This design comes from an exercise in tuning for small area, a short achievable clock period and few clock cycles on the open sky130 flow, not from production work. Where RTL was checked, it was by simulation tests only, not by an equivalence proof against the original. Only the layout flow was run in run 1; the RTL was not checked for function there. No activity file was given, so power comes from the tool's default toggle rates.

==> flow/design.v <==
module its_block (
    input  wire         clk,
    input  wire         rst,         
    input  wire         req_valid,
    output wire         req_ready,
    input  wire [31:0]  req_word,    
    output reg          resp_valid,
    output wire [31:0]  resp_word,   
    output wire [191:0] rec,         
    input  wire         tick,
    input  wire [3:0]   ch_pins,
    output wire         mem_rd,
    output wire [9:0]   mem_addr,
    input  wire [7:0]   mem_rdata
);
    localparam [7:0] OP_NOP      = 8'h00, OP_TMASK  = 8'h01, OP_TUNMASK = 8'h02,
                     OP_ERRRD    = 8'h03, OP_ERRCLR = 8'h04, OP_STATRD  = 8'h05,
                     OP_CRCCLR   = 8'h10, OP_CRCBYTE = 8'h11, OP_CRCRD  = 8'h12,
                     OP_CRCCHAN  = 8'h13, OP_CRCMSG = 8'h14, OP_CRCCMPC = 8'h15,
                     OP_CRCCMPM  = 8'h16, OP_MSGCHK = 8'h17,
                     OP_LDW      = 8'h20, OP_LDM    = 8'h21, OP_LDE     = 8'h22,
                     OP_RDW      = 8'h23, OP_RDM    = 8'h24, OP_RDE     = 8'h25,
                     OP_TINIT    = 8'h26, OP_ARMM   = 8'h27, OP_EDGE    = 8'h28,
                     OP_SELIDX   = 8'h30, OP_SELACT = 8'h31, OP_SELNEXT = 8'h32,
                     OP_CHLATCH  = 8'h33, OP_CHCMD  = 8'h34, OP_CHRD    = 8'h35;
    function [15:0] crc_step;
        input [15:0] c;
        input [7:0]  b;
        integer k;
        reg [15:0] t;
        begin
            t = c ^ {b, 8'h00};
            for (k = 0; k < 8; k = k + 1)
                t = t[15] ? ((t << 1) ^ 16'h1021) : (t << 1);
            crc_step = t;
        end
    endfunction
    function [9:0] r5_addr;
        input [3:0] c;
        begin
            r5_addr = {c, 4'b0} + {1'b0, c, 3'b0} + 10'd20;
        end
    endfunction
    function [3:0] mod12;
        input [7:0] i;
        reg [2:0] s;
        reg [1:0] m;
        begin
            s = (i[3:2] == 2'd3 ? 3'd0 : {1'b0, i[3:2]}) +
                (i[5:4] == 2'd3 ? 3'd0 : {1'b0, i[5:4]}) +
                (i[7:6] == 2'd3 ? 3'd0 : {1'b0, i[7:6]});
            case (s)
                3'd0, 3'd3, 3'd6: m = 2'd0;
                3'd1, 3'd4:       m = 2'd1;
                default:          m = 2'd2;
            endcase
            mod12 = {m, i[1:0]};
        end
    endfunction
    reg [15:0] crc_acc;
    reg        err_flag;
    reg        msg_valid;
    reg [15:0] wait_t;
    reg [15:0] msg_t;
    reg [15:0] elem_t;
    reg [15:0] elem_rl;
    reg [15:0] dly_rl;
    reg        edge_flag;
    reg        tick_mask;
    reg        tick_pending;
    reg [3:0]  ch_base;
    reg [3:0]  ch_delta;
    reg        reload_req;
    wire [3:0] ch_active = ch_base + ch_delta;
    wire [15:0] chrd     = {3'd0, reload_req, ch_active, ch_delta, ch_base};
    reg        rdy;
    reg        go;           
    reg [31:0] w;            
    reg [3:0]  pins;
    assign req_ready = rdy;
    reg [1:0]  r_st;
    reg [1:0]  r_aux;
    reg [15:0] rv;
    assign resp_word = {6'd0, r_st, 6'd0, r_aux, rv};
    reg        rd;
    reg [9:0]  addr;
    reg [1:0]  tg0;
    reg        rv1;
    reg [9:0]  a1;
    reg [1:0]  tg1;
    reg        dv;
    reg [9:0]  a2;
    reg [1:0]  tg2;
    wire [7:0] md   = sr[7:0];      
    wire [7:0] prev = sr[15:8];     
    assign mem_rd   = rd;
    assign mem_addr = addr;
    reg [191:0] sr;
    assign rec = {sr[159:0], sr[191:160]};
    reg        seq;          
    reg        fin;          
    reg        last1;        
    reg        m_chan, m_msg, m_hdr, m_sel, m_cmp, m_init;
    reg [9:0]  sp;           
    reg        hs;           
    reg        gx;           
    reg        ff;           
    reg        fb, e_fl, dok;
    reg [3:0]  sel_c;
    wire [7:0]  op = w[31:24];
    wire [7:0]  qa = w[23:16];
    wire [15:0] qv = w[15:0];
    reg known, uses_a, uses_v;
    always @* begin
        uses_a = (op == OP_CRCBYTE) || (op == OP_SELIDX) || (op == OP_CHCMD);
        uses_v = (op == OP_CRCCMPC) || (op == OP_CRCCMPM) || (op == OP_LDW) ||
                 (op == OP_LDM) || (op == OP_LDE);
        known  = (op <= 8'h05) ||
                 (op >= 8'h10 && op <= 8'h17) ||
                 (op >= 8'h20 && op <= 8'h28) ||
                 (op >= 8'h30 && op <= 8'h35);
    end
    wire legal = known && (uses_a || qa == 8'h00) && (uses_v || qv == 16'h0000);
    wire [3:0] cmd_code = qa[7:4];
    wire [3:0] cmd_k    = qa[3:0];
    wire [3:0] act1 = ch_active + 4'd1;
    reg  [3:0] sel_i;
    always @* begin
        case (op[1:0])
            2'd0:    sel_i = mod12(qa);
            2'd1:    sel_i = mod12({4'd0, ch_active});
            default: sel_i = mod12({4'd0, act1});
        endcase
    end
    wire [15:0] crc_out = go ? crc_step(crc_acc, qa) : crc_step(rv, md);
    reg        b_store;      
    reg [1:0]  b_st, b_aux;
    reg [15:0] b_val;
    always @* begin
        b_store = 1'b0;
        b_st    = 2'd0;
        b_aux   = 2'd0;
        b_val   = 16'd0;
        if (!legal) begin
            b_st = 2'd3;
        end else begin
            case (op)
            OP_TUNMASK: b_val = {15'd0, tick_pending};
            OP_ERRRD,
            OP_ERRCLR:  b_val = {15'd0, err_flag};
            OP_STATRD:  b_val = {4'd0, ch_active, (msg_t == 16'd0), (wait_t == 16'd0),
                                 tick_pending, tick_mask, reload_req, msg_valid,
                                 err_flag, edge_flag};
            OP_CRCBYTE: b_val = crc_out;
            OP_CRCRD:   b_val = crc_acc;
            OP_CRCCHAN, OP_CRCCMPC, OP_CRCMSG, OP_CRCCMPM, OP_MSGCHK, OP_TINIT,
            OP_SELIDX, OP_SELACT, OP_SELNEXT:
                        b_store = 1'b1;
            OP_LDW, OP_LDM, OP_LDE:
                        b_val = qv;
            OP_RDW:     b_val = wait_t;
            OP_RDM:     b_val = msg_t;
            OP_RDE:     b_val = elem_t;
            OP_ARMM:    b_val = dly_rl;
            OP_EDGE:    b_val = {15'd0, edge_flag};
            OP_CHLATCH: b_val = {3'd0, 1'b1, pins + ch_delta, ch_delta, pins};
            OP_CHCMD: begin
                case (cmd_code)
                4'hC: begin
                    b_aux = 2'd3;
                    b_val = {3'd0, 1'b1, cmd_k, 4'd0, cmd_k};
                end
                4'hB: begin
                    b_aux = 2'd3;
                    b_val = {3'd0, 1'b1, ch_base + ch_delta + cmd_k, ch_delta + cmd_k, ch_base};
                end
                4'h9: begin
                    if (ch_delta > cmd_k) begin
                        b_aux = 2'd3;
                        b_val = {3'd0, 1'b1, ch_base, 4'd0, ch_base};
                    end else begin
                        b_aux = 2'd1;
                        b_val = chrd;
                    end
                end
                default: b_val = chrd;
                endcase
            end
            OP_CHRD:    b_val = chrd;
            default: ;
            endcase
        end
    end
    wire        tick_do = tick & ~tick_mask;
    wire [15:0] wait_d  = (wait_t != 16'd0) ? wait_t - 16'd1 : 16'd0;
    wire [15:0] msg_d   = (msg_t  != 16'd0) ? msg_t  - 16'd1 : 16'd0;
    wire        e_fire  = (elem_t[15:1] == 15'd0);
    wire [15:0] elem_d  = e_fire ? elem_rl : elem_t - 16'd1;
    wire        op_b    = go && legal;
    wire        op_unm  = op_b && (op == OP_TUNMASK);
    wire        op_ldw  = op_b && (op == OP_LDW);
    wire        op_ldm  = op_b && (op == OP_LDM);
    wire        op_lde  = op_b && (op == OP_LDE);
    wire        op_armm = op_b && (op == OP_ARMM);
    wire        op_edge = op_b && (op == OP_EDGE);
    wire        dlv     = tick_do || (op_unm && tick_pending);
    wire        c_act    = seq && dv;
    wire        md_ff    = (md == 8'hFF);
    wire        md_esc   = (md == 8'h18);
    wire        md_f     = (md[7:4] == 4'hF);
    wire        sel_empty = ff && md_ff;
    wire        hit      = (a2 >= 10'd303) && (prev == 8'h18) && md_f;
    wire        scan     = c_act && m_hdr && (tg2 == 2'd1);
    wire        chk_f    = scan && md_f;                         
    wire        chk_e    = scan && md_esc && (a2 != 10'd541);    
    wire        chk_req  = chk_f || chk_e;
    wire [9:0]  chk_addr = chk_f ? {a2[9:1], 1'b0} : a2 + 10'd1;
    wire        found    = c_act && m_hdr &&
                           ((tg2 == 2'd2 && md_esc) || (tg2 == 2'd3 && md_f));
    wire [7:0]  found_len = a2[7:0] - ((tg2 == 2'd2) ? 8'h1E : 8'h1F);
    wire        hdr_none = seq && m_hdr && gx && !rd && !rv1 && !dv;
    wire        hdr_end  = found || hdr_none;
    wire        chan_end = c_act && m_chan && (a2 == 10'd287);
    wire        msg_end  = c_act && m_msg && (hit || a2 == 10'd541);
    wire        crc_ok   = chan_end || (msg_end && hit);     
    wire        seq_end  = chan_end || msg_end || hdr_end;
    wire        init_ok  = hdr_end && m_init && found && dok;   
    wire        sel_fb   = c_act && m_sel && (tg2 == 2'd2) && sel_empty && !fb &&
                           (sel_c != 4'd0);
    reg [1:0]  f_st, f_aux;
    reg [15:0] f_val;
    always @* begin
        f_st  = 2'd0;
        f_aux = 2'd0;
        f_val = 16'd0;
        if (fin) begin
            f_val = crc_acc;
            f_st  = {1'b0, crc_acc != qv};
        end else if (last1) begin
            f_aux = {e_fl, fb};
            f_val = {4'd0, sel_c, 4'd0, fb ? 4'd0 : sel_c};
        end else if (m_hdr) begin
            f_st  = (found && dok) ? 2'd0 : 2'd2;
            f_aux = {dok, found};
            f_val = m_init ? qv : (found ? {8'd0, found_len} : 16'd0);
        end else if (msg_end && !hit) begin
            f_st  = 2'd2;
        end else if (c_act) begin
            f_val = crc_out;
        end
    end
    wire f_resp = fin || last1 || (seq_end && !(crc_ok && m_cmp));
    always @(posedge clk) begin
        sr <= {sr[183:0], mem_rdata};
        a1 <= addr;
        a2 <= a1;
        tg1 <= tg0;
        tg2 <= tg1;
        if (go) begin
            r_st  <= b_st;
            r_aux <= b_aux;
            rv    <= b_val;
        end else begin
            r_st  <= f_st;
            r_aux <= f_aux;
            rv    <= f_val;
        end
    end
    always @(posedge clk) begin
        if (!(go || seq || fin)) begin
            w    <= req_word;
            pins <= ch_pins;
        end
        addr <= addr + 10'd1;
        if (go && legal) begin
            m_chan <= (op == OP_CRCCHAN) || (op == OP_CRCCMPC);
            m_msg  <= (op == OP_CRCMSG) || (op == OP_CRCCMPM);
            m_hdr  <= (op == OP_MSGCHK) || (op == OP_TINIT);
            m_sel  <= (op == OP_SELIDX) || (op == OP_SELACT) || (op == OP_SELNEXT);
            m_cmp  <= (op == OP_CRCCMPC) || (op == OP_CRCCMPM);
            m_init <= (op == OP_TINIT);
            tg0    <= 2'd0;
            hs     <= 1'b0;
            gx     <= 1'b0;
            sel_c  <= sel_i;
            sp     <= 10'd291;
            case (op)
            OP_CRCCHAN, OP_CRCCMPC: addr <= 10'd0;
            OP_CRCMSG, OP_CRCCMPM:  addr <= 10'd288;
            OP_MSGCHK, OP_TINIT:    addr <= 10'd290;
            OP_SELIDX, OP_SELACT, OP_SELNEXT: begin
                addr <= r5_addr(sel_i);
                tg0  <= 2'd1;
                sp   <= 10'd0;
                ff   <= 1'b1;
                fb   <= 1'b0;
            end
            default: ;
            endcase
        end
        if (seq && rd && m_sel) begin
            sp   <= sp + 10'd1;
            if (sp[4:0] == 5'd3)
                addr <= addr - 10'd23;
            tg0  <= (sp[4:0] == 5'd0 || sp[4:0] == 5'd1) ? 2'd1 :
                    (sp[4:0] == 5'd2) ? 2'd2 : 2'd0;
        end
        if (seq && m_hdr) begin
            if (chk_req) begin
                addr <= chk_addr;
                tg0  <= chk_f ? 2'd2 : 2'd3;
            end else if (!gx) begin
                addr <= sp;
                tg0  <= hs ? 2'd1 : 2'd0;
                sp   <= hs ? sp + 10'd2 : ((sp == 10'd293) ? 10'd303 : sp + 10'd1);
                if (sp == 10'd293) hs <= 1'b1;
                if (sp == 10'd541) gx <= 1'b1;
            end
        end
        if (c_act) begin
            if (m_hdr && tg2 == 2'd0) begin
                if (!a2[2]) begin
                    w[15:0] <= {w[7:0], md};
                    if (a2[0])
                        dok <= !(w[7:0] == 8'hFF && md_ff);
                end else
                    w[31:16] <= {w[23:16], md};
            end
            if (m_sel && tg2 != 2'd0) begin
                ff <= sel_empty;
                if (tg2 == 2'd2) begin
                    e_fl <= sel_empty;
                    if (sel_empty) fb <= 1'b1;
                end
            end
        end
        if (sel_fb) begin
            addr <= 10'd20;
            tg0  <= 2'd1;
            sp   <= 10'd0;
            ff   <= 1'b1;
        end
    end
    always @(posedge clk) begin
        if (rst) begin
            crc_acc      <= 16'd0;
            err_flag     <= 1'b0;
            msg_valid    <= 1'b0;
            wait_t       <= 16'd0;
            msg_t        <= 16'd0;
            elem_t       <= 16'd0;
            elem_rl      <= 16'd0;
            dly_rl       <= 16'd0;
            edge_flag    <= 1'b0;
            tick_mask    <= 1'b1;
            tick_pending <= 1'b0;
            ch_base      <= 4'd0;
            ch_delta     <= 4'd0;
            reload_req   <= 1'b1;
            rdy          <= 1'b1;
            go           <= 1'b0;
            resp_valid   <= 1'b0;
            rd           <= 1'b0;
            rv1          <= 1'b0;
            dv           <= 1'b0;
            seq          <= 1'b0;
            fin          <= 1'b0;
            last1        <= 1'b0;
        end else begin
            go    <= rdy && req_valid;
            if (rdy && req_valid)
                rdy <= 1'b0;
            rv1   <= rd;
            dv    <= rv1;
            fin   <= 1'b0;
            last1 <= 1'b0;
            resp_valid <= (go && !(legal && b_store)) || f_resp;
            if ((go && !(legal && b_store)) || f_resp)
                rdy <= 1'b1;
            if (go && legal) begin
                case (op)
                OP_TMASK: tick_mask <= 1'b1;
                OP_TUNMASK: tick_mask <= 1'b0;
                OP_ERRCLR: err_flag <= 1'b0;
                OP_CRCCLR: crc_acc <= 16'd0;
                OP_CRCBYTE: crc_acc <= crc_out;
                OP_CRCCHAN, OP_CRCCMPC, OP_CRCMSG, OP_CRCCMPM, OP_MSGCHK, OP_TINIT: begin
                    seq <= 1'b1; rd <= 1'b1;
                end
                OP_SELIDX, OP_SELACT, OP_SELNEXT: begin
                    seq <= 1'b1; rd <= 1'b1;
                    if (op == OP_SELACT) reload_req <= 1'b0;
                end
                OP_CHLATCH: begin
                    ch_base    <= pins;
                    reload_req <= 1'b1;
                end
                OP_CHCMD: begin
                    case (cmd_code)
                    4'hC: begin
                        ch_base    <= cmd_k;
                        ch_delta   <= 4'd0;
                        reload_req <= 1'b1;
                    end
                    4'hB: begin
                        ch_delta   <= ch_delta + cmd_k;
                        reload_req <= 1'b1;
                    end
                    4'h9: begin
                        if (ch_delta > cmd_k) begin
                            ch_delta   <= 4'd0;
                            reload_req <= 1'b1;
                        end
                    end
                    default: ;
                    endcase
                end
                default: ;
                endcase
            end
            if (seq && rd && (m_chan || m_msg)) begin
                if (m_chan ? (addr == 10'd287) : (addr == 10'd541))
                    rd <= 1'b0;
            end
            if (seq && rd && m_sel && sp[4:0] == 5'd23) begin
                rd    <= 1'b0;
                last1 <= 1'b1;
            end
            if (seq && m_hdr)
                rd <= chk_req || !gx;
            if (sel_fb) begin
                rd   <= 1'b1;
                rv1  <= 1'b0;
                dv   <= 1'b0;
            end
            if (seq_end) begin
                seq <= 1'b0;
                rd  <= 1'b0;
                rv1 <= 1'b0;
                dv  <= 1'b0;
                if (crc_ok) begin
                    crc_acc <= crc_out;
                    if (m_cmp) fin <= 1'b1;
                end
                if (m_msg && !hit && m_cmp)
                    err_flag <= 1'b1;
                if (m_hdr)
                    msg_valid <= found && dok;
            end
            if (fin && crc_acc != qv)
                err_flag <= 1'b1;
            if (last1) begin
                seq <= 1'b0;
                rv1 <= 1'b0;
                dv  <= 1'b0;
            end
            if (dlv) begin
                wait_t <= wait_d;
                msg_t  <= msg_d;
                elem_t <= elem_d;
            end else begin
                if (op_ldw)
                    wait_t <= qv;
                if (op_ldm)
                    msg_t <= qv;
                else if (op_armm)
                    msg_t <= dly_rl;
                if (op_lde || init_ok)
                    elem_t <= qv;
            end
            if (op_lde || init_ok)
                elem_rl <= qv;
            if (init_ok)
                dly_rl <= w[31:16];
            if (dlv && e_fire)
                edge_flag <= 1'b1;
            else if (op_edge || init_ok)
                edge_flag <= 1'b0;
            if (tick && tick_mask)
                tick_pending <= 1'b1;
            else if (op_unm)
                tick_pending <= 1'b0;
        end
    end
endmodule
==> flow/flow/run.sh <==
#!/bin/bash
# Standard ORFS layout (the standard.sh), with timing repair aiming below the clock
# period and small port buffers.
set -euo pipefail
bash standard.sh SETUP_SLACK_MARGIN=6.0 'BUFFER_PORTS_ARGS=-buffer_cell sky130_fd_sc_hd__buf_2' finish > standard_finish.log 2>&1
==> flow/standard.sh <==
#!/bin/bash
# synth_recipe.tcl (not shown) runs the flow's synth.tcl, then flattens the netlist and writes it again
# the make line also repeats each setting of config.mk as NAME=value (left out here)
make -C /OpenROAD-flow-scripts/flow DESIGN_CONFIG=/design/flow/config.mk WORK_HOME=/design/flow/orfs CLKGATE_MAP_FILE= SYNTH_SCRIPT=/design/flow/synth_recipe.tcl "${@:-finish}"
==> flow/config.mk <==
export PLATFORM = sky130hd
export DESIGN_NAME = its_block
export DESIGN_NICKNAME = its_block
export VERILOG_FILES = /design/flow/design.v
export SDC_FILE = /design/flow/constraint.sdc
export NUM_CORES = 4
export LEC_CHECK = 0
export CAP_MARGIN = 20
export CORE_MARGIN = 2
export CORE_UTILIZATION = 40
export CTS_CLUSTER_DIAMETER = 80
export CTS_CLUSTER_SIZE = 30
export SLEW_MARGIN = 20
==> flow/constraint.sdc <==
create_clock -name core_clock -period 10.0 [get_ports {clk}]
set_input_delay 2.0000 -clock core_clock [delete_from_list [all_inputs] [get_ports {clk}]]
set_output_delay 2.0000 -clock core_clock [all_outputs]
set_load 0.01 [all_outputs]
==> parameters.txt, run 1 <==
Parameter                              Value

Floorplan
  Area of the core region    47,500 um^2
  Count of standard-cell rows    80
  Effective utilization at floorplan    0.403
  Die H    223 um
  I/O pins    285
  Area enclosed by the die boundary    49,700 um^2
  Width of the die    223 um

Pwr
  IR Drop Worst-Case VDD    0.121 mV
  Power per cell area    157 nW/um^2
  Reported leakage power    9.02 nW

Layout
  Share of post-route cells with drive strength above 1    0.192
  Design area    22,300 um^2
  Total number of nets in the final design    2,408
  Fill cell total of the finished layout    4,561
  P&R area growth vs syn    16.2%
  Filler-free cell count of the finished design    2,951

Hold path
  Worst hold start    sr[22]
  Hold Path Stages    0
  Hold Crit Endpoint    sr[30]
  Classification of the worst-slack hold path    flip-flop to flip-flop

Setup path
  Worst reg2reg startpoint    ch_base[0]
  Max FO, Critical Path    6
  Kind of end point of the critical path    flip-flop
  Reg-to-Reg End    addr[8]
  Worst setup path class    flip-flop to flip-flop
  Setup slack of the worst register-to-register path    6130 ps
  Arrival @ worst endpoint    4340 ps
  Kind of launch point of the worst setup path    flip-flop
  Worst Reg2Reg Path Length in Cells    17
  Required time of the critical path    10,470 ps

Synth
  Netlist Area Pre-Place    19,200 um^2
  Area share of xor/xnor cells in the synthesized design    0.0576
  Combinational family with the most area after synthesis    compound AO/OA/AOI/OAI gates
  Number of synthesized flops with an enable pin    16
  Share of synthesized cell area in and, or, nand and nor gates    0.175
  Average cell area after synthesis    9.07 um^2
  Flop and latch count out of synthesis    429
  Cell count after synthesis    2,115
  Synthesized-area fraction occupied by ao, oa, aoi and oai cells    0.202
  Synth warnings    1
  Share of async-settable or async-resettable flops after synthesis    0
  Proportion of synthesized chip area in sequential cells    0.456
  Adder-Cell Fraction of Synth Area    0.0315
  Most instantiated flip-flop cell in the synthesis netlist    dfxtp_1
  Multiplexer share of the synthesized area    0.0323
  Distinct cells, synth    93

GRT
  Total global-route track usage    0.290
  Antenna violations before repair    3
  Maximum number of pins on one net before global-route repair    69
  Wire length of the first global-routing pass    109,000 um
  Number of global-route vias before repair    16,500
  Aggregate global routing overflow    0

Routing
  Wire length reported by the detailed router    75,000 um
  Residual antenna-violating net count after detailed routing    0
  Number of vias per cell    6.12
  Detail-routed net length per standard cell    25.4 um
  Vias post-DR    18,100
  Iter 0 DRT Violations    2,764
  Drt pass-1 iters    9
  Drt drc    0

CTS
  TritonCTS clock tree    built
  Number of buffers on the longest clock path    3
  Clock latency at the later pin of the worst-skew pair    630 ps
  Clk root buf    clkbuf_16
  Number of H-tree branching levels    1
  Number of hold buffers added after CTS    0
  Clock sink total    429
  Number of clock buffers inserted by TritonCTS    29
  Clock-pin slew on the worst setup and hold paths    100 ps

STA
  Maximum operating frequency    259 MHz
  Summed negative setup slack over all endpoints    0 ps
  Slew Viols, Final    0
  RSZ-0062 raised after global routing    no
  Post-route clock period utilization    0.387
  Minimum period implied by the final worst setup slack    3870 ps
  Relative slew slack    0.279
  Total setup violations reported at the end of the flow    0
  Worst setup skew after layout    58.9 ps
  Least-Margin Pin Slew    1050 ps
  Number of endpoints with negative hold slack in the final report    0
  Hold slack final    310 ps

Place
  Post-detailed-placement half-perimeter wirelength    54,800 um
  Post-Place Cells    2,882
  Total placed instance area    20,900 um^2
  GPL Wtd Cong    0.995
  Buffers on Ports    272

Run status
  Outcome    complete, no violations

Flow run
  Maxcap violations    0
-- per-layer routing --
metal  part of all wire  vias to the layer above  GRT usage
met5            0.00015                        -          0
met4              0.039                        2      0.101
met3               0.10                      184     0.0547
met2               0.44                     1111      0.447
met1               0.42                     8687      0.404
li1                   -                     8086          -
-- worst max-delay path, stage by stage, from the launching register on --
cell and delay (ps):
dfxtp_4 370, ha_2 180, inv_1 60, fa_2 620
inv_2 80, ha_4 180, nand2_1 50, o21ai_0 70
a21o_1 190, a32oi_2 250, o41ai_4 160, ha_1 350
ha_1 310, a21o_1 180, a21oi_1 140, o21ai_0 120
a221oi_1 300, o22ai_1 130
-- layout by cell type (no fill, tap or decap), types with 25 or more instances in the layout --
master | netlist | routed
ha_1 | 37 | 35
a22oi_1 | 31 | 31
nand3_1 | 62 | 62
a21oi_1 | 166 | 163
buf_2 | 23 | 272
buf_4 | 14 | 45
dfxtp_1 | 413 | 401
xnor2_1 | 74 | 73
inv_1 | 44 | 42
nor4_1 | 30 | 29
mux2i_1 | 54 | 54
nor3_1 | 50 | 47
clkbuf_16 | 0 | 29
nand4_1 | 25 | 25
o21ai_0 | 109 | 109
nand2_1 | 214 | 213
nor2_1 | 148 | 146
xor2_1 | 52 | 50
a221oi_1 | 38 | 38
-- worst max-delay path by stage --
stage	cells after the start	from	slack [ps]	to
floorplan	18	w[21]	6350	addr[8]
global placement	9	w[25]	5520	wait_t[15]
detailed placement	9	w[25]	5350	wait_t[8]
CTS	17	ch_delta[0]	6000	addr[8]
global route	17	ch_base[0]	6000	addr[8]
finish	17	ch_base[0]	6130	addr[8]
-- Yosys cell counts, types with 16 or more instances --
cell / number / share of area
a31oi_1: 17 / 0.0055
a222oi_1: 19 / 0.0099
mux2i_1: 54 / 0.028
and2_1: 16 / 0.0052
edfxtp_1: 16 / 0.025
nor4_1: 30 / 0.0098
nand3_1: 62 / 0.016
a21oi_1: 166 / 0.043
nand2_1: 214 / 0.042
buf_2: 23 / 0.0060
o21ai_0: 109 / 0.028
nand2b_1: 17 / 0.0055
nor3_1: 50 / 0.013
a22o_1: 24 / 0.011
xor2_1: 52 / 0.024
clkbuf_1: 114 / 0.022
inv_1: 44 / 0.0086
ha_1: 37 / 0.024
xnor2_1: 74 / 0.034
a221oi_1: 38 / 0.017
nand4_1: 25 / 0.0082
or3_1: 17 / 0.0055
dfxtp_1: 413 / 0.43
nor2_1: 148 / 0.029
a22oi_1: 31 / 0.012
and3_1: 20 / 0.0065
-- power by group --
| part | total [W] | internal, W | switching [W] |
|---|---|---|---|
| registers | 0.00186 | 0.00177 | 0.0000838 |
| logic | 0.000290 | 0.000112 | 0.000178 |
| clock network | 0.00136 | 0.000624 | 0.000734 |
-- through the flow --
step	power [W]	setup WS, ps	util
6_report	0.00351	6130	0.468
5_1_grt	0.00362	6000	0.468
4_1_cts	0.00352	6000	0.464
3_5_place_dp	0.00217	5350	0.440
3_3_place_gp	0.00217	5520	0.440
2_1_floorplan	0.00203	6350	-
-- cells by family (layout without fill, tap and decap cells) --
group / after synthesis / after routing
buffers and inverters: 206 / 415
AO/OA/AOI/OAI: 573 / 573
adder cells (fa/ha/maj): 44 / 44
XOR/XNOR: 126 / 126
flip-flops: 429 / 429
other: 1 / 13
multiplexers: 61 / 61
AND/OR/NAND/NOR: 675 / 675
-- layout make-up --
class,instances,area [um^2],area share
clock inverters,19,323,0.0145
repair buffers,319,1730,0.0775
diodes,1,2.50,0.000112
multi-input cells,1491,9760,0.438
flip-flops and latches,429,8780,0.394
inverters,46,173,0.00775
clock buffers,31,743,0.0334
well taps,615,769,0.0345
-- flip-flops by register name, indices dropped and copies added (netlist names), 16 cells and up --
signal	flops
rv	16
w	32
wait_t	16
msg_t	16
sr	192
elem_rl	16
crc_acc	16
elem_t	16
dly_rl	16
-- repair_timing --
item                                    CTS  global route
endpoints found under the setup margin   62            41
buffers inserted                          0            18
hold endpoints to repair                  0             0
gates resized for setup                  19            19
pin swaps                                 1             6
==> inputs of run 2 (changes only) <==
--- a/flow/design.v
+++ b/flow/design.v
@@ -101,2 +101,3 @@
     reg        fin;          
+    reg        sel0;         
     reg        last1;        
@@ -269,3 +270,3 @@
     always @(posedge clk) begin
-        if (!(go || seq || fin)) begin
+        if (rdy) begin
             w    <= req_word;
@@ -290,9 +291,2 @@
             OP_MSGCHK, OP_TINIT:    addr <= 10'd290;
-            OP_SELIDX, OP_SELACT, OP_SELNEXT: begin
-                addr <= r5_addr(sel_i);
-                tg0  <= 2'd1;
-                sp   <= 10'd0;
-                ff   <= 1'b1;
-                fb   <= 1'b0;
-            end
             default: ;
@@ -300,2 +294,9 @@
         end
+        if (sel0) begin
+            addr <= r5_addr(sel_c);
+            tg0  <= 2'd1;
+            sp   <= 10'd0;
+            ff   <= 1'b1;
+            fb   <= 1'b0;
+        end
         if (seq && rd && m_sel) begin
@@ -367,2 +368,3 @@
             fin          <= 1'b0;
+            sel0         <= 1'b0;
             last1        <= 1'b0;
@@ -375,2 +377,3 @@
             fin   <= 1'b0;
+            sel0  <= 1'b0;
             last1 <= 1'b0;
@@ -390,3 +393,3 @@
                 OP_SELIDX, OP_SELACT, OP_SELNEXT: begin
-                    seq <= 1'b1; rd <= 1'b1;
+                    seq <= 1'b1; sel0 <= 1'b1;
                     if (op == OP_SELACT) reload_req <= 1'b0;
@@ -420,2 +423,4 @@
             end
+            if (sel0)
+                rd <= 1'b1;
             if (seq && rd && (m_chan || m_msg)) begin
==> flow/flow/run.sh (replaced) <==
#!/bin/bash
# Standard ORFS layout (the standard.sh), with timing repair aiming below the clock
# period and small port buffers.
set -euo pipefail
bash standard.sh SETUP_SLACK_MARGIN=6.5 'BUFFER_PORTS_ARGS=-buffer_cell sky130_fd_sc_hd__buf_2' finish > standard_finish.log 2>&1
==> parameters.txt, run 2 <==
Parameter                              Value

Run status
  Outcome    complete, no violations (unchanged)

Synth
  Dominant cell type by area after synthesis    dfxtp_1 (unchanged)
  Distinct cells, synth    95 (was 93)
  Cell count after synthesis    2,185 (was 2,115)
  Most instantiated flip-flop cell in the synthesis netlist    dfxtp_1 (unchanged)
  Number of synthesized flops with an enable pin    16 (unchanged)
  Top cells by count, synth    dfxtp_1, nand2_1, a21oi_1 (unchanged)
  Main area contributors after synthesis    dfxtp_1, a21oi_1, nand2_1 (unchanged)
  Flop and latch count out of synthesis    430 (was 429)
  Most repeated cell in the gate-level netlist after synthesis    dfxtp_1 (unchanged)
  Top cell type's share of synthesized area    0.425 (was 0.431)
  Netlist Area Pre-Place    19,500 um^2 (was 19,200 um^2)
  Synth warnings    1 (unchanged)
  Share of async-settable or async-resettable flops after synthesis    0 (unchanged)
  Average cell area after synthesis    8.92 um^2 (was 9.07 um^2)
  Proportion of synthesized chip area in sequential cells    0.450 (was 0.456)

Hold path
  Hold Path Stages    0 (unchanged)
  Classification of the worst-slack hold path    flip-flop to flip-flop (unchanged)
  Worst hold start    tg1[1] (was sr[22])
  Hold Crit Endpoint    tg2[1] (was sr[30])

Setup path
  Highest-delay cell along the critical path    dfxtp_2 (was fa_2)
  Kind of end point of the critical path    output pin (was flip-flop)
  Kind of launch point of the worst setup path    flip-flop (unchanged)
  Arrival @ worst endpoint    1410 ps (was 4340 ps)
  Required time of the critical path    8000 ps (was 10,470 ps)
  Setup slack of the worst register-to-register path    6660 ps (was 6130 ps)
  Cell type group with the largest total delay on the critical path    flip-flops (was adder cells)
  Worst setup path class    flip-flop to output pin (was flip-flop to flip-flop)
  Max FO, Critical Path    8 (was 6)
  Worst reg2reg startpoint    w[25] (was ch_base[0])
  Largest stage delay on the critical path    560 ps (was 620 ps)
  Worst Reg2Reg Path Length in Cells    10 (was 17)
  Buf/Inv on CP    1 (was 2)
  Reg-to-Reg End    msg_t[1] (was addr[8])
  Cells along the critical path    buf_2 (was ha_2 > inv_1 > fa_2 > inv_2 > ha_4 > nand2_1 > o21ai_0 > a21o_1 > a32oi_2 > o41ai_4 > ha_1 > ha_1 > a21o_1 > a21oi_1 > o21ai_0 > a221oi_1 > o22ai_1)

Floorplan
  I/O pins    285 (unchanged)
  Effective utilization at floorplan    0.407 (was 0.403)
  Die H    225 um (was 223 um)
  Area enclosed by the die boundary    50,500 um^2 (was 49,700 um^2)
  Count of standard-cell rows    80 (unchanged)
  Width of the die    225 um (was 223 um)
  Area of the core region    47,900 um^2 (was 47,500 um^2)

STA
  RSZ-0062 raised after global routing    yes (was no)
  Total setup violations reported at the end of the flow    0 (unchanged)
  Relative slew slack    0.249 (was 0.279)
  Number of endpoints with negative hold slack in the final report    0 (unchanged)
  Minimum period implied by the final worst setup slack    3410 ps (was 3870 ps)
  Least-Margin Pin Slew    1130 ps (was 1050 ps)
  Worst setup skew after layout    54.0 ps (was 58.9 ps)
  Summed negative setup slack over all endpoints    0 ps (unchanged)
  Maximum operating frequency    294 MHz (was 259 MHz)
  Post-route clock period utilization    0.341 (was 0.387)
  Slew Viols, Final    0 (unchanged)

Pwr
  Design Power    0.00353 W (was 0.00351 W)
  Reported leakage power    8.87 nW (was 9.02 nW)
  Power per cell area    158 nW/um^2 (was 157 nW/um^2)
  Clock network power share    0.358 (was 0.387)
  IR Drop Worst-Case VDD    0.111 mV (was 0.121 mV)
  Internal Power    0.00247 W (was 0.00251 W)
  Switching part of the total    0.300 (was 0.284)
  Combinational share of power    0.106 (was 0.083)
  Flop pwr share    0.536 (was 0.530)
  Switching power summed over all nets    0.00106 W (was 0.000996 W)

CTS
  Clock sink total    430 (was 429)
  Clk root buf    clkbuf_16 (unchanged)
  Clock-pin slew on the worst setup and hold paths    100 ps (about the same)
  Clock latency at the later pin of the worst-skew pair    620 ps (was 630 ps)
  Number of clock buffers inserted by TritonCTS    26 (was 29)
  TritonCTS clock tree    built (unchanged)
  Number of H-tree branching levels    1 (unchanged)
  Number of buffers on the longest clock path    3 (unchanged)

Place
  Buffers on Ports    272 (unchanged)
  GPL Wtd Cong    0.997 (was 0.995)
  Post-detailed-placement half-perimeter wirelength    56,400 um (was 54,800 um)

Layout
  Largest reg by FF count    sr (unchanged)
  Flip-flop count of the largest register after layout    192 (unchanged)
  Fill cell total of the finished layout    4,613 (was 4,561)
  FF/Latch Area    8790 um^2 (was 8780 um^2)
  Footprint of the multi-input gates    9900 um^2 (was 9760 um^2)
  Biggest registers after layout    sr (192), w (32) (unchanged)
  P&R area growth vs syn    14.2% (was 16.2%)
  Most common cell after layout, fill and taps aside    dfxtp_1 (unchanged)
  Share of post-route cells with drive strength above 1    0.181 (was 0.192)
  Antenna cells    0 (was 1)
  Leading cell types in the layout, fill and taps excluded    dfxtp_1, buf_2, nand2_1, a21oi_1, nor2_1 (unchanged)
  Total number of nets in the final design    2,455 (was 2,408)

Routing
  Vias post-DR    18,300 (was 18,100)
  Number of vias per cell    6.11 (was 6.12)
  Iter 0 DRT Violations    2,351 (was 2,764)
  Residual antenna-violating net count after detailed routing    0 (unchanged)
  Wire length reported by the detailed router    76,600 um (was 75,000 um)
  Drt pass-1 iters    8 (was 9)
  Drt drc    0 (unchanged)
  Detail-routed net length per standard cell    25.6 um (was 25.4 um)

GRT
  Maximum number of pins on one net before global-route repair    74 (was 69)
  Number of global-route vias before repair    16,800 (was 16,500)
  Antenna violations before repair    0 (was 3)
  Aggregate global routing overflow    0 (unchanged)
  Wire length of the first global-routing pass    112,000 um (was 109,000 um)
  Total global-route track usage    0.294 (was 0.290)

Flow run
  Maxcap violations    0 (unchanged)
==> run 2: what timing repair did <==
action | in CTS | in global routing
pin swaps | 0 | 0
setup endpoints to repair | 127 | 56
hold buffers | 0 | 0
hold endpoints to repair | 0 | 0
gates resized for setup | 15 | 13
setup buffers | 0 | 2
==> run 2: logic make-up (layout without fill, tap and decap cells) <==
kind of cell	Yosys count	in the layout	synth area share
compound gates	587	587	0.200
xor+xnor	111	111	0.0499
fa+ha+maj	44	44	0.0309
buf+inv	218	399	0.0480
flops	430	430	0.450
mux	77	77	0.0406
other cells	1	12	0.000192
simple gates	717	717	0.181
==> run 2: worst max path at each step <==
stage / startpoint / end / slack, ps / cells after the start
2_1_floorplan: tick / msg_t[7] / 6800 / 5
3_3_place_gp: w[24] / msg_t[1] / 6090 / 9
3_5_place_dp: w[24] / msg_t[12] / 6020 / 8
4_1_cts: sr[2] / rec[34] / 6500 / 1
5_1_grt: w[25] / wait_t[10] / 6510 / 10
6_report: sr[4] / rec[36] / 6590 / 1
==> run 2: metrics by stage <==
stage	instance area, um^2	utilization	setup WS, ps	hold WS, ps	instances
4_1_cts	22200	0.463	6500	339	2990
3_3_place_gp	21200	0.442	6090	310	2948
6_report	22300	0.464	6590	335	2992
3_5_place_dp	21200	0.443	6020	313	2948
2_1_floorplan	19500	-	6800	310	2196
5_1_grt	22300	0.464	6510	346	2992
==> run 2: area by class of cell <==
class / count / share of cell area
clock buffers: 26 / 0.0292
well taps: 615 / 0.0346
clock inverters: 16 / 0.0139
flip-flops and latches: 430 / 0.395
inverters: 45 / 0.00781
repair buffers: 312 / 0.0753
multi-input cells: 1548 / 0.445
==> run 2: power groups by stage <==
stage / Clock, W / Sequential (W) / Combinational, W
after CTS: 0.00128 / 0.00189 / 0.000366
after global placement: 0 / 0.00192 / 0.000365
after floorplan: 0 / 0.00188 / 0.000222
after detailed placement: 0 / 0.00192 / 0.000364
final: 0.00126 / 0.00189 / 0.000376
after global routing: 0.00134 / 0.00190 / 0.000397
==> run 2: per-layer routing <==
layer | vias to the layer above | track usage | wire [um] | share of wire
met3 | 173 | 0.0461 | 7210 | 0.094
met5 | - | 0 | 0 | 0
met4 | 0 | 0.130 | 3790 | 0.049
li1 | 8232 | - | - | -
met1 | 8770 | 0.394 | 31400 | 0.41
met2 | 1114 | 0.468 | 34200 | 0.45
Testbench counts of run 2, summed over its fixed seeds: cycles 89,198.
==> inputs of run 3 (changes only) <==
==> flow/flow/run.sh (replaced) <==
#!/bin/bash
# Standard ORFS layout (the standard.sh), with timing repair aiming below the clock
# period and small port buffers.
set -euo pipefail
bash standard.sh SETUP_SLACK_MARGIN=6.5 'BUFFER_PORTS_ARGS=-buffer_cell sky130_fd_sc_hd__buf_1' finish > standard_finish.log 2>&1
--- a/flow/config.mk
+++ b/flow/config.mk
@@ -9,5 +9,6 @@
 export CORE_MARGIN = 2
-export CORE_UTILIZATION = 40
-export CTS_CLUSTER_DIAMETER = 80
-export CTS_CLUSTER_SIZE = 30
+export CORE_UTILIZATION = 45
+export CTS_BUF_LIST = sky130_fd_sc_hd__clkbuf_8
+export CTS_CLUSTER_DIAMETER = 50
+export CTS_CLUSTER_SIZE = 16
 export SLEW_MARGIN = 20
==> parameters.txt, run 3 <==
Parameter                              Value

Run status
  Outcome    complete, no violations (unchanged)

Floorplan
  Effective utilization at floorplan    0.455 (was 0.407)
  Count of standard-cell rows    76 (was 80)
  Area enclosed by the die boundary    45,000 um^2 (was 50,500 um^2)
  Area of the core region    42,900 um^2 (was 47,900 um^2)
  Width of the die    212 um (was 225 um)
  Die H    212 um (was 225 um)
  I/O pins    285 (unchanged)

Layout
  P&R area growth vs syn    13.1% (was 14.2%)
  Total number of nets in the final design    2,486 (was 2,455)
  Flip-flop count of the largest register after layout    192 (unchanged)
  Fill cell total of the finished layout    4,046 (was 4,613)
  Share of post-route cells with drive strength above 1    0.0842 (was 0.181)
  Antenna cells    0 (unchanged)
  Leading cell types in the layout, fill and taps excluded    dfxtp_1, buf_1, nand2_1, a21oi_1, nor2_1 (was dfxtp_1, buf_2, nand2_1, a21oi_1, nor2_1)
  Largest reg by FF count    sr (unchanged)
  Biggest registers after layout    sr (192), w (32) (unchanged)
  Filler-free cell count of the finished design    3,009 (was 2,992)
  Most common cell after layout, fill and taps aside    dfxtp_1 (unchanged)

Synth
  Combinational family with the most area after synthesis    compound AO/OA/AOI/OAI gates (unchanged)
  Flop and latch count out of synthesis    430 (unchanged)
  Adder-Cell Fraction of Synth Area    0.0309 (unchanged)
  Average cell area after synthesis    8.92 um^2 (unchanged)
  Area share of xor/xnor cells in the synthesized design    0.0499 (unchanged)
  Proportion of synthesized chip area in sequential cells    0.450 (unchanged)
  Cell count after synthesis    2,185 (unchanged)
  Dominant cell type by area after synthesis    dfxtp_1 (unchanged)
  Netlist Area Pre-Place    19,500 um^2 (unchanged)
  Top cell type's share of synthesized area    0.425 (unchanged)
  Synth warnings    1 (unchanged)
  Number of synthesized flops with an enable pin    16 (unchanged)
  Main area contributors after synthesis    dfxtp_1, a21oi_1, nand2_1 (unchanged)
  Distinct cells, synth    95 (unchanged)
  Share of async-settable or async-resettable flops after synthesis    0 (unchanged)
  Most instantiated flip-flop cell in the synthesis netlist    dfxtp_1 (unchanged)
  Top cells by count, synth    dfxtp_1, nand2_1, a21oi_1 (unchanged)
  Share of synthesized cell area in and, or, nand and nor gates    0.181 (unchanged)
  Most repeated cell in the gate-level netlist after synthesis    dfxtp_1 (unchanged)
  Synthesized-area fraction occupied by ao, oa, aoi and oai cells    0.200 (unchanged)
  Multiplexer share of the synthesized area    0.0406 (unchanged)

GRT
  Aggregate global routing overflow    0 (unchanged)
  Wire length of the first global-routing pass    111,000 um (was 112,000 um)
  Antenna violations before repair    1 (was 0)
  Number of global-route vias before repair    16,900 (was 16,800)
  Maximum number of pins on one net before global-route repair    95 (was 74)
  Total global-route track usage    0.333 (was 0.294)

STA
  Worst setup skew after layout    52.8 ps (was 54.0 ps)
  Hold slack final    326 ps (was 335 ps)
  Slew Viols, Final    0 (unchanged)
  Summed negative setup slack over all endpoints    0 ps (unchanged)
  Least-Margin Pin Slew    1250 ps (was 1130 ps)
  Relative slew slack    0.156 (was 0.249)
  RSZ-0062 raised after global routing    yes (unchanged)
  Post-route clock period utilization    0.344 (was 0.341)
  Minimum period implied by the final worst setup slack    3440 ps (was 3410 ps)
  Maximum operating frequency    291 MHz (was 294 MHz)
  Number of endpoints with negative hold slack in the final report    0 (unchanged)
  Total setup violations reported at the end of the flow    0 (unchanged)

Setup path
  Max FO, Critical Path    9 (was 8)
  Required time of the critical path    8000 ps (about the same)
  Buf/Inv on CP    1 (unchanged)
  Arrival @ worst endpoint    1440 ps (was 1410 ps)
  Cell type group with the largest total delay on the critical path    flip-flops (unchanged)
  Kind of end point of the critical path    output pin (unchanged)
  Largest stage delay on the critical path    560 ps (about the same)
  Highest-delay cell along the critical path    dfxtp_1 (was dfxtp_2)
  Kind of launch point of the worst setup path    flip-flop (unchanged)
  Cells along the critical path    buf_1 (was buf_2)
  Worst setup path class    flip-flop to output pin (unchanged)

Pwr
  IR Drop Worst-Case VDD    0.110 mV (was 0.111 mV)
  Design Power    0.00353 W (about the same)
  Reported leakage power    8.22 nW (was 8.87 nW)
  Power per cell area    160 nW/um^2 (was 158 nW/um^2)

Routing
  Detail-routed net length per standard cell    25.6 um (about the same)
  Vias post-DR    18,400 (was 18,300)
  Residual antenna-violating net count after detailed routing    0 (unchanged)
  Wire length reported by the detailed router    77,100 um (was 76,600 um)
  Iter 0 DRT Violations    2,341 (was 2,351)
  Drt drc    0 (unchanged)
  Number of vias per cell    6.12 (was 6.11)
  Drt pass-1 iters    10 (was 8)

Flow run
  Maxcap violations    0 (unchanged)

Hold path
  Classification of the worst-slack hold path    flip-flop to flip-flop (unchanged)

CTS
  TritonCTS clock tree    built (unchanged)
  Clk root buf    clkbuf_8 (was clkbuf_16)
  Clock sink total    430 (unchanged)
  Clock latency at the later pin of the worst-skew pair    680 ps (was 620 ps)
  Number of H-tree branching levels    2 (was 1)
  Number of clock buffers inserted by TritonCTS    47 (was 26)
  Number of hold buffers added after CTS    0 (unchanged)
  Clock-pin slew on the worst setup and hold paths    90 ps (was 100 ps)
  Number of buffers on the longest clock path    3 (unchanged)

Place
  Buffers on Ports    272 (unchanged)
  GPL Wtd Cong    1.09 (was 0.997)
  Post-Place Cells    2,924 (was 2,948)
  Post-detailed-placement half-perimeter wirelength    56,600 um (was 56,400 um)
==> run 3: cell counts after synthesis <==
Identical to the previous run, type by type.
==> run 3: timing repair <==
item                       in CTS  in global routing
setup endpoints to repair      97                 34
pin swaps                       0                  2
resized for setup              10                 10
buffers inserted                2                  2
==> run 3: final cells by class <==
class                   instances  area, um^2  share of cell area
repair buffers                322        1430              0.0648
flip-flops and latches        430        8780               0.398
multi-input cells            1548        9920               0.450
clock inverters                28         303              0.0137
clock buffers                  51         702              0.0318
well taps                     585         732              0.0332
inverters                      45         176             0.00800
==> run 3: path summary, 6_finish.rpt <==
kind,start,endpoint,slack (ps),cells after the start
setup / recovery,addr[5],mem_addr[5],6560,1
hold / removal,a1[1],a2[1],330,0
setup reg to reg,w[22],msg_t[1],6580,10
hold reg to reg,a1[1],a2[1],330,0
==> run 3: cells by family after synthesis <==
logic type | after synthesis
multiplexers | 77
buffers and inverters | 218
AO/OA/AOI/OAI | 587
AND/OR/NAND/NOR | 717
adder cells (fa/ha/maj) | 44
XOR/XNOR | 111
other | 1
flip-flops | 430
==> run 3: power breakdown <==
group | switching, W | leakage (nW) | internal (W)
clock network | 0.000690 | 0.509 | 0.000577
registers | 0.0000967 | 3.58 | 0.00179
logic | 0.000244 | 4.13 | 0.000132
==> run 3: per-stage QoR <==
| step | worst slack (ps) | instance area, um^2 | util |
|---|---|---|---|
| 3_5_place_dp | 5960 | 20900 | 0.487 |
| 5_1_grt | 6470 | 22000 | 0.514 |
| 3_3_place_gp | 5780 | 20900 | 0.487 |
| 6_report | 6560 | 22000 | 0.514 |
| 4_1_cts | 6530 | 22000 | 0.512 |
| 2_1_floorplan | 6800 | 19500 | - |
==> run 3: layer usage <==
layer	GRT usage	wire, um	vias to the layer above	part of all wire
met3	0.0830	7880	240	0.10
li1	-	-	8290	-
met5	0	0	-	0
met2	0.518	33700	1090	0.44
met4	0.187	4810	0	0.062
met1	0.422	30700	8784	0.40

port drivers added, routing unchanged:
Ports are ideal in the flow. The routed layouts listed here were re-timed in OpenROAD.
Step 1 (the two cells are an assumption about what drives the block):
set clk [get_ports {clk}]
set_driving_cell -lib_cell sky130_fd_sc_hd__clkbuf_16 $clk
set_driving_cell -lib_cell sky130_fd_sc_hd__buf_2 [delete_from_list [all_inputs] $clk]
Step 2 moves the port delays by t, midway between the first and last clock arrival at a register: inputs arrive t later, outputs are due t later. That takes back most of the time a late clock gives input paths.
Three values: no drivers, after step 1, after step 2; two values: the first two.
run | t, ns | setup WS [ns] | hold slack, ns | slew at the worst register clock pin (ns)
run 1 | 0.659 | 6.132 / 6.132 / 5.856 | 0.310 / 0.310 / 0.310 | 0.11 / 0.11
run 2 | 0.655 | 6.595 / 6.537 / 6.195 | 0.335 / 0.335 / 0.335 | 0.11 / 0.11
run 3 | 0.707 | 6.561 / 6.508 / 6.293 | 0.326 / 0.326 / 0.326 | 0.10 / 0.10
After both steps every run listed still meets setup and hold. For run 2, which loses most, drivers alone change the setup slack by -0.058 ns; drivers and shift together by -0.400 ns.
